From an optimization exercise on the open Yosys and OpenROAD flow, aimed at small area, a short achievable clock period and few clock cycles; shortcuts taken in it are not production practice.
Function was checked by simulation only, so behaviour that the tests miss may differ from the original.
Power and IR drop assume default switching activity.

Setup of run 3:
// egvlc
module egvlc (
  input  wire        clk,
  input  wire        rst,
  input  wire        reg_we,
  input  wire [7:0]  reg_addr,
  input  wire [31:0] reg_wdata,
  output wire [31:0] reg_rdata,
  output wire        mem_req,
  output wire [31:0] mem_addr,
  input  wire        mem_ack,
  input  wire [7:0]  mem_rdata,
  output wire        irq
);
  localparam [3:0] E_NONE = 4'd0, E_ILLEGAL = 4'd1, E_INPUT = 4'd2,
                   E_ABSENT = 4'd3, E_BADWIDTH = 4'd4, E_MARKER = 4'd5,
                   E_SHOWEX = 4'd6, E_NOTKEY = 4'd7, E_SYNC = 4'd8,
                   E_COLOR = 4'd9, E_RANGE = 4'd10;
  localparam [2:0] S_IDLE = 3'd0, S_FIN = 3'd1, S_RUN = 3'd2, S_AAC = 3'd3,
                   S_DRAIN = 3'd4;    
  localparam [2:0] F_OK = 3'd0, F_CINIT = 3'd1, F_SELF = 3'd2, F_BALIGN = 3'd3,
                   F_ILL = 3'd4, F_BADW = 3'd5, F_INPUT = 3'd6;
  localparam [2:0] K_RD = 3'b000, K_ALIGN = 3'b001, K_CLZ = 3'b100,
                   K_UE = 3'b110, K_SE = 3'b111;
  localparam [5:0] P_RET    = 6'd0,
                   H_NAL    = 6'd1,  H_PROF  = 6'd2,  H_LVL   = 6'd3,
                   H_SPSID  = 6'd4,  H_CF    = 6'd5,  H_SEP   = 6'd6,
                   H_BDL    = 6'd7,  H_BDC   = 6'd8,  H_QP    = 6'd9,
  ...
clock: 12.0 ns
lec_check: 0
cap_margin: 20
core_margin: 2
core_utilization: 50
setup_slack_margin: 5
slew_margin: 20
synth_hierarchical: 1
synth_minimum_keep_size: 0
tns_end_percent: 5
run.sh (not shown) runs the stock make flow with config.mk's settings and CLKGATE_MAP_FILE= SYNTH_SCRIPT=/design/flow/synth_recipe.tcl, a recipe that flattens the netlist after the stock synthesis.
Run 3 finished every stage and its layout cleared the timing, DRC and antenna checks.
Testbench counts of run 3, summed over its fixed seeds: cycles 23,788.
What run 4 does differently from run 3 at the input level:
diff --git a/flow/design.v b/flow/design.v
--- a/flow/design.v
+++ b/flow/design.v
@@ -334,17 +334,20 @@
       H_CYC:   begin sq_sA = H_CYC;   sq_sB = H_CYC;   end
       H_NREF:  begin sq_sA = H_GAPS;  sq_sB = H_GAPS;  end
       H_GAPS:  begin sq_sA = H_WM1;   sq_sB = H_WM1;   end
       H_WM1:   begin sq_sA = H_HM1;   sq_sB = H_HM1;   end
       H_HM1:   begin sq_sA = H_FMO;   sq_sB = H_FMO;   end
       H_FMO:   begin sq_sA = H_D8;    sq_sB = H_MBAFF; end
       H_MBAFF: begin sq_sA = H_D8;    sq_sB = H_D8;    end
       H_D8:    begin sq_sA = H_CROP;  sq_sB = H_CROP;  end
-      H_CROP:  begin sq_sA = H_CL;    sq_sB = H_DERIVE; end
+      H_CROP:  begin
+                 sq_sA = H_CL;
+                 sq_cB = 1'b1; sq_eB = (strict && h_bad) ? E_RANGE : E_NONE;
+               end
       H_CL:    begin sq_sA = H_CR;    sq_sB = H_CR;    end
       H_CR:    begin sq_sA = H_CT;    sq_sB = H_CT;    end
       H_CT:    begin sq_sA = H_CB;    sq_sB = H_CB;    end
       H_CB:    begin sq_sA = H_DERIVE; sq_sB = H_DERIVE; end
       V_MARK:  begin sq_sA = V_LOW; sq_cB = 1'b1; sq_eB = E_MARKER; end
       V_LOW:   begin sq_sA = V_HIGH;  sq_sB = V_HIGH;  end
       V_HIGH:  begin sq_sA = v_prof[0] ? V_RSV : V_SHOWEX; sq_sB = V_SHOWEX; end
       V_RSV:   begin sq_sA = V_SHOWEX; sq_sB = V_SHOWEX; end
@@ -364,19 +367,19 @@
       V_CRSV:  begin sq_sA = V_ALIGN; sq_sB = V_ALIGN; end
       V_SRGB:  begin
                  sq_cA = !v_prof[0]; sq_eA = E_COLOR; sq_sA = V_ALIGN;
                  sq_cB = sq_cA;      sq_eB = E_COLOR; sq_sB = V_ALIGN;
                end
       V_ALIGN: begin sq_sA = V_W;     sq_sB = V_W;     end
       V_W:     begin sq_sA = V_H;     sq_sB = V_H;     end
       V_H:     begin sq_sA = V_RF;    sq_sB = V_RF;    end
-      V_RF:    begin sq_sA = V_DW;    sq_sB = V_COMMIT; end
+      V_RF:    begin sq_sA = V_DW;    sq_cB = 1'b1; end
       V_DW:    begin sq_sA = V_DH;    sq_sB = V_DH;    end
-      V_DH:    begin sq_sA = V_COMMIT; sq_sB = V_COMMIT; end
+      V_DH:    begin sq_cA = 1'b1;    sq_cB = 1'b1; end
       default: ;
     endcase
   end
   reg        f_go, f_ok, f_valid;
   reg [3:0]  f_err;
   reg [2:0]  f_outw;
   reg        l_go;                  
   reg [5:0]  l_step;
@@ -634,16 +637,28 @@
                 f_go = 1'b1; f_err = E_ABSENT;
               end else begin
                 if (e_abs) st_sticky <= 1'b1;
                 if (br ? sq_cA : sq_cB) begin
                   f_go = 1'b1;
                   f_err = br ? sq_eA : sq_eB;
                   f_ok = (f_err == E_NONE);
                   if (step == V_FT && vkey) out_key <= ~val[0];
+                  if (step == H_CROP && f_err == E_NONE) begin
+                    out_w <= hw[63:0];
+                    out_h <= hh[63:0];
+                  end
+                  if (step == V_RF || step == V_DH) begin
+                    out_w   <= {47'd0, hw[16:0]};
+                    out_h   <= {47'd0, hh[16:0]};
+                    out_dw  <= (step == V_RF) ? hw[16:0] : hw[33:17];
+                    out_dh  <= (step == V_RF) ? hh[16:0] : v_inc;
+                    out_vp9 <= {v_prof, v_fs, v_ssy, v_ssx, v_cs, 2'b00, v_bd};
+                    out_key <= 1'b1;
+                  end
                 end else begin
                   l_go = 1'b1;
                   l_step = br ? sq_sA : sq_sB;
                   l_el   = br ? el_A : el_B;
                 end
                 case (step)
                   H_PROF:  h_pp <= prof_p;
                   H_SMF:   h_li <= 4'd0;
Findings:
Higher power per standard cell area goes to run 3 over run 4.
Between run 4 and run 3, the number of fillers in the final layout figures differ only marginally.
As far as sequential cell count goes, run 4 and run 3 are indistinguishable; the numbers are identical.
Number of cells produced by synthesis came out higher on run 4 than on run 3.
In the metrics for run 3 and run 4, the one carrying the higher power share of the clock group is run 3.
Comparing the two runs side by side, run 4 comes out behind run 3 on shortest clock period the worst path allows after layout.
Testbench counts of run 4, summed over its fixed seeds: cycles 23,659.

-- separate check: timing with driven ports --
The flow's constraints put no driver on any port. The routed layouts listed below were extracted and timed again, unchanged, in two steps. Step 1, drivers: a clkbuf_16 drives clk and a buf_2 each remaining input, both assumed. Step 2 also shifts input and output timing later by t, the mid clock arrival at the registers, as if the neighbouring blocks saw the same clock. Three values: no drivers, after step 1, after step 2; two values: the first two.
run | t (ns) | setup slack, ns | cell pins on the clock port's net
run 3 | 0.802 | 4.638 / 4.503 / 4.067 | 1
run 4 | 0.798 | 4.400 / 4.316 / 3.650 | 1
After both steps setup and hold are still met in every run listed. The setup slack of run 4, which loses most, moves by -0.084 ns with the drivers and by -0.750 ns with both steps.
